This is an optimization exercise on Yosys and OpenROAD, whose aim is small area, a short achievable clock period and few clock cycles, not a production implementation.
Function was checked by simulation only, so behaviour that the tests miss may differ from the original.
Power and IR drop assume default switching activity.

## rvf_block_decoder
module rvf_block_decoder (
    input  wire         clk,
    input  wire         rst,
    input  wire         start,
    input  wire [15:0]  frame_len,     
    input  wire [12:0]  num_blocks,    
    output wire         idle,
    input  wire         in_valid,
    input  wire [7:0]   in_data,
    output wire         in_ready,
    output wire         out_valid,
    input  wire         out_ready,
    output wire [11:0]  out_pos,
    output wire         out_copy,      
    output wire [127:0] out_data,      
    output wire         done,
    output wire [2:0]   st_kind,
    output wire [3:0]   st_cause,
    output wire [15:0]  st_rpos,
    output wire [12:0]  st_bpos
);
Size: about 2200 flip-flops, roughly 220 I/O pins.
Settings: LEC_CHECK=0, ABC_AREA=1, CAP_MARGIN=20, CORE_MARGIN=2, CORE_UTILIZATION=40, PLACE_DENSITY=0.6, SLEW_MARGIN=20; clock period 10.0 ns.
standard.sh (not shown) runs the stock make flow with config.mk's settings and CLKGATE_MAP_FILE= SYNTH_SCRIPT=/design/flow/synth_recipe.tcl, a recipe that flattens the netlist after the stock synthesis.
==> flow/flow/run.sh <==
#!/bin/bash
# The standard layout (standard.sh: ORFS with the standard synthesis),
# with these changes to how the layout is made:
#  - setup repair aims for 6.5 ns of slack on the 10 ns clock;
#  - the port buffers are buf_2 cells;
#  - CTS clusters up to 28 sinks within 60 um and adds no dummy loads.
# make's full output goes to flow_make.log; ORFS keeps each step's log
# under orfs/logs.
set -euo pipefail
bash standard.sh \
  SETUP_SLACK_MARGIN=6.5 \
  "BUFFER_PORTS_ARGS=-buffer_cell sky130_fd_sc_hd__buf_2" \
  "CTS_ARGS=-sink_clustering_enable -repair_clock_nets -sink_clustering_size 28 -sink_clustering_max_diameter 60 -dont_use_dummy_load" \
  finish > flow_make.log 2>&1
Testbench counts at the start, summed over its fixed seeds: cycles 99,042.
Then changed:
--- a/flow/design.v
+++ b/flow/design.v
@@ -92,27 +92,26 @@
     reg [2:0]  kind_r;
     reg [3:0]  cause_r;
     reg [15:0] rpos_r;      
     reg [15:0] rem;         
     reg [15:0] pcnt;        
     reg [12:0] cbp;         
     reg        cbp_z;       
-    reg        fresh;       
     reg [12:0] room;        
     reg        m_skip, m_rep, m_solid, m_raw, m_pal, m_cache;
     reg [1:0]  pw;          
     reg        w1, w2, w3;  
     reg        sel_bad;     
     reg [3:0]  lf;
     reg [12:0] cnt;         
     reg        f3_r;        
     reg        ovr_r;       
     reg [16:0] ck_x;        
     reg        rem_z;       
-    reg [7:0]  fi;          
+    reg [2:0]  fi;          
     reg [3:0]  bi;          
     reg [1:0]  sv;          
     reg [7:0]  sel;
     reg [63:0] pal;
     reg        c5f;         
     reg        c5o;         
     reg        c5p;         
@@ -185,17 +184,15 @@
     wire pw_hit = pw_v && (ph == pw_slot);
     rvf_palette_cache #(.BYTES(2)) u_cache2 (
         .clk(clk), .we(pw_hit && pw_c == 2'd1), .wdata(pal[15:0]), .rdata(tap2), .rdata8(tap2h));
     rvf_palette_cache #(.BYTES(4)) u_cache4 (
         .clk(clk), .we(pw_hit && pw_c == 2'd2), .wdata(pal[31:0]), .rdata(tap4), .rdata8(tap4h));
     rvf_palette_cache #(.BYTES(8)) u_cache8 (
         .clk(clk), .we(pw_hit && pw_c == 2'd3), .wdata(pal[63:0]), .rdata(tap8), .rdata8(tap8h));
-    wire [3:0]  selv = (state == S_CHK) ? hb[3:0] : sel[3:0];
-    wire        tsel = ph[3] ^ selv[3];   
-    wire        tmatch = !pw_v && (ph[2:0] == selv[2:0]);    
+    wire        tsel = ph[3] ^ sel[3];    
     wire [63:0] tap = w1 ? {48'd0, tsel ? tap2h : tap2} :
                       w2 ? {32'd0, tsel ? tap4h : tap4} :
                                      (tsel ? tap8h : tap8);
     wire [63:0] lane;
     rvf_pal_map u_map (.wsel({w3, w2, w1}), .b(hb), .sv(sv),
                        .pal(pal), .lane(lane));
     reg [15:0] dben;
@@ -313,26 +310,14 @@
             end
         end
     end
     always @(posedge clk) begin
         for (i = 0; i < 16; i = i + 1)
             if (ben[i]) odata_r[8*i +: 8] <= lane[8*(i % 8) +: 8];
     end
-    wire pal_ld0 = (state == S_CHK) && m_pal && !m_cache && hv && !pw_v;
-    wire pal_ldb = (state == S_PALB) && hv;
-    wire pal_ldt = tmatch && ((state == S_SEL) || ((state == S_CHK) && m_cache && hv));
-    always @(posedge clk) begin
-        if (pal_ldt)
-            pal <= tap;
-        else begin
-            if (pal_ld0) pal[7:0] <= hb;
-            for (i = 1; i < 8; i = i + 1)
-                if (pal_ldb && fi[i]) pal[8*i +: 8] <= hb;
-        end
-    end
     always @(posedge clk) begin
         ph <= ph + 4'd1;
         if (pop) begin
             rem   <= rem - 16'd1;
             rem_z <= (rem == 16'd1);
             pcnt  <= pcnt + 16'd1;
         end
@@ -340,15 +325,14 @@
             state <= S_IDLE;
             idle_r <= 1'b1;
             done_r <= 1'b0;
             kind_r <= 3'd0;
             cause_r <= 4'd0;
             rpos_r <= 16'd0;
             cbp <= 13'd0;
-            fresh <= 1'b0;
             ph <= 4'd0;
             pw_v <= 1'b0;
             c5p <= 1'b0;
             addp <= 1'b0;
             head2 <= 4'd0; head4 <= 4'd0; head8 <= 4'd0;
             full2 <= 1'b0; full4 <= 1'b0; full8 <= 1'b0;
         end else begin
@@ -366,28 +350,24 @@
             end else begin
                 case (state)
                     S_IDLE: if (start) begin
                         rem   <= frame_len;
                         rem_z <= (frame_len == 16'd0);
                         pcnt  <= 16'd0;
                         room  <= num_blocks;
-                        fresh <= 1'b1;
+                        cbp   <= 13'd0;
+                        cbp_z <= 1'b1;
                         idle_r <= 1'b0;
                         pw_v  <= 1'b0;
                         addp  <= 1'b0;
                         head2 <= 4'd0; head4 <= 4'd0; head8 <= 4'd0;
                         full2 <= 1'b0; full4 <= 1'b0; full8 <= 1'b0;
                         state <= S_HDR;
                     end
                     S_HDR: begin
-                        if (fresh) begin
-                            fresh <= 1'b0;
-                            cbp   <= 13'd0;
-                            cbp_z <= 1'b1;
-                        end
                         if (rem_z) begin
                             kind_r  <= 3'd0;
                             cause_r <= 4'd0;
                             rpos_r  <= pcnt;
                             state   <= S_FIN;
                         end else if (hv) begin
                             m_skip  <= h_skip;
@@ -414,46 +394,45 @@
                         ovr_r <= e_ovr;
                         state <= S_CHK;
                     end
                     S_CHK: begin
                         ck_x <= ck_xn;
                         c5p  <= 1'b1;
                         bi  <= 4'd0;
-                        fi  <= 8'd2;
+                        fi  <= 3'd1;
                         if (run_go || m_skip) begin
                             cbp   <= cbp + cnt;
                             cbp_z <= 1'b0;
                             room  <= room - cnt;
                             state <= S_HDR;
                         end else if (m_raw) begin
                             state <= S_DATA;
                         end else if (m_cache) begin
                             if (pop) begin
                                 sel     <= hb;
                                 sel_bad <= (hb >= {3'd0, ccount});
-                                if (tmatch && !(hb >= {3'd0, ccount})) begin
-                                    state <= S_DATA;
-                                end else begin
-                                    state <= S_SEL;
-                                end
+                                state   <= S_SEL;
                             end
                         end else if (m_pal) begin
                             if (pop) begin
+                                pal[7:0] <= hb;
                                 state <= S_PALB;
                             end
                         end
                     end
                     S_PALB: if (pop) begin
-                        fi <= {fi[6:0], 1'b0};
-                        if (w1 ? fi[1] : w2 ? fi[3] : fi[7]) begin
+                        pal[8*fi +: 8] <= hb;
+                        fi <= fi + 3'd1;
+                        if (fi == (w1 ? 3'd1 : w2 ? 3'd3 : 3'd7)) begin
                             state <= S_DATA;
                             addp  <= 1'b1;
                         end
                     end
-                    S_SEL: if (tmatch) begin
+                    S_SEL: if (!pw_v && ph[2:0] == sel[2:0]) begin
+                        pal   <= tap;
                         state <= S_DATA;
                     end
                     S_DATA: begin
                         if (addp && !c5p) begin
                             addp    <= 1'b0;
                             pw_v    <= 1'b1;
                             pw_c    <= pw;
Fmax came out lower slightly.
Worst setup slack degrades by 0.018 ns.
Via count came out higher by a few percent.
Total power came out higher slightly.
Area after synthesis came out higher slightly.
Hold slack degrades by 0.0030 ns.
First-iteration DRC count came out higher by a few percent.
Utilization barely changes.
Sequential power barely changes.
Wire length came out higher by a little under a tenth.
Final cell count came out higher slightly.
Clock-buffer cell count came out lower by 4.
Sequential share of layout area came out lower by 0.51 points.
Testbench counts after the change, summed over its fixed seeds: cycles 99,416.

[what the ideal ports hide]
In the flow no input, the clock included, has a driving cell. The finished layouts below were timed again as built, in two steps.
Step 1 sets driving cells, clkbuf_16 on the clock port and buf_2 on the other inputs (assumed; they add their load-dependent delay and slew).
Step 2 also shifts input and output timing later by t, the mid clock arrival at the registers, as if the neighbouring blocks saw the same clock.
Slacks: no drivers / after step 1 / after step 2; pairs: no drivers / after step 1.
| run | t, ns | setup WS [ns] | hold slack, ns | latest minus earliest clock arrival (ns) | slew at the worst register clock pin (ns) |
|---|---|---|---|---|---|
| the first run | 0.802 | 6.532 / 6.513 / 5.836 | 0.280 / 0.280 / 0.280 | 0.121 / 0.121 | 0.10 / 0.10 |
| the second run | 0.797 | 6.515 / 6.515 / 5.847 | 0.277 / 0.277 / 0.277 | 0.126 / 0.126 | 0.10 / 0.10 |
After both steps setup and hold are still met in every run listed. For the first run, which loses most, drivers alone change the setup slack by -0.019 ns; drivers and shift together by -0.696 ns.
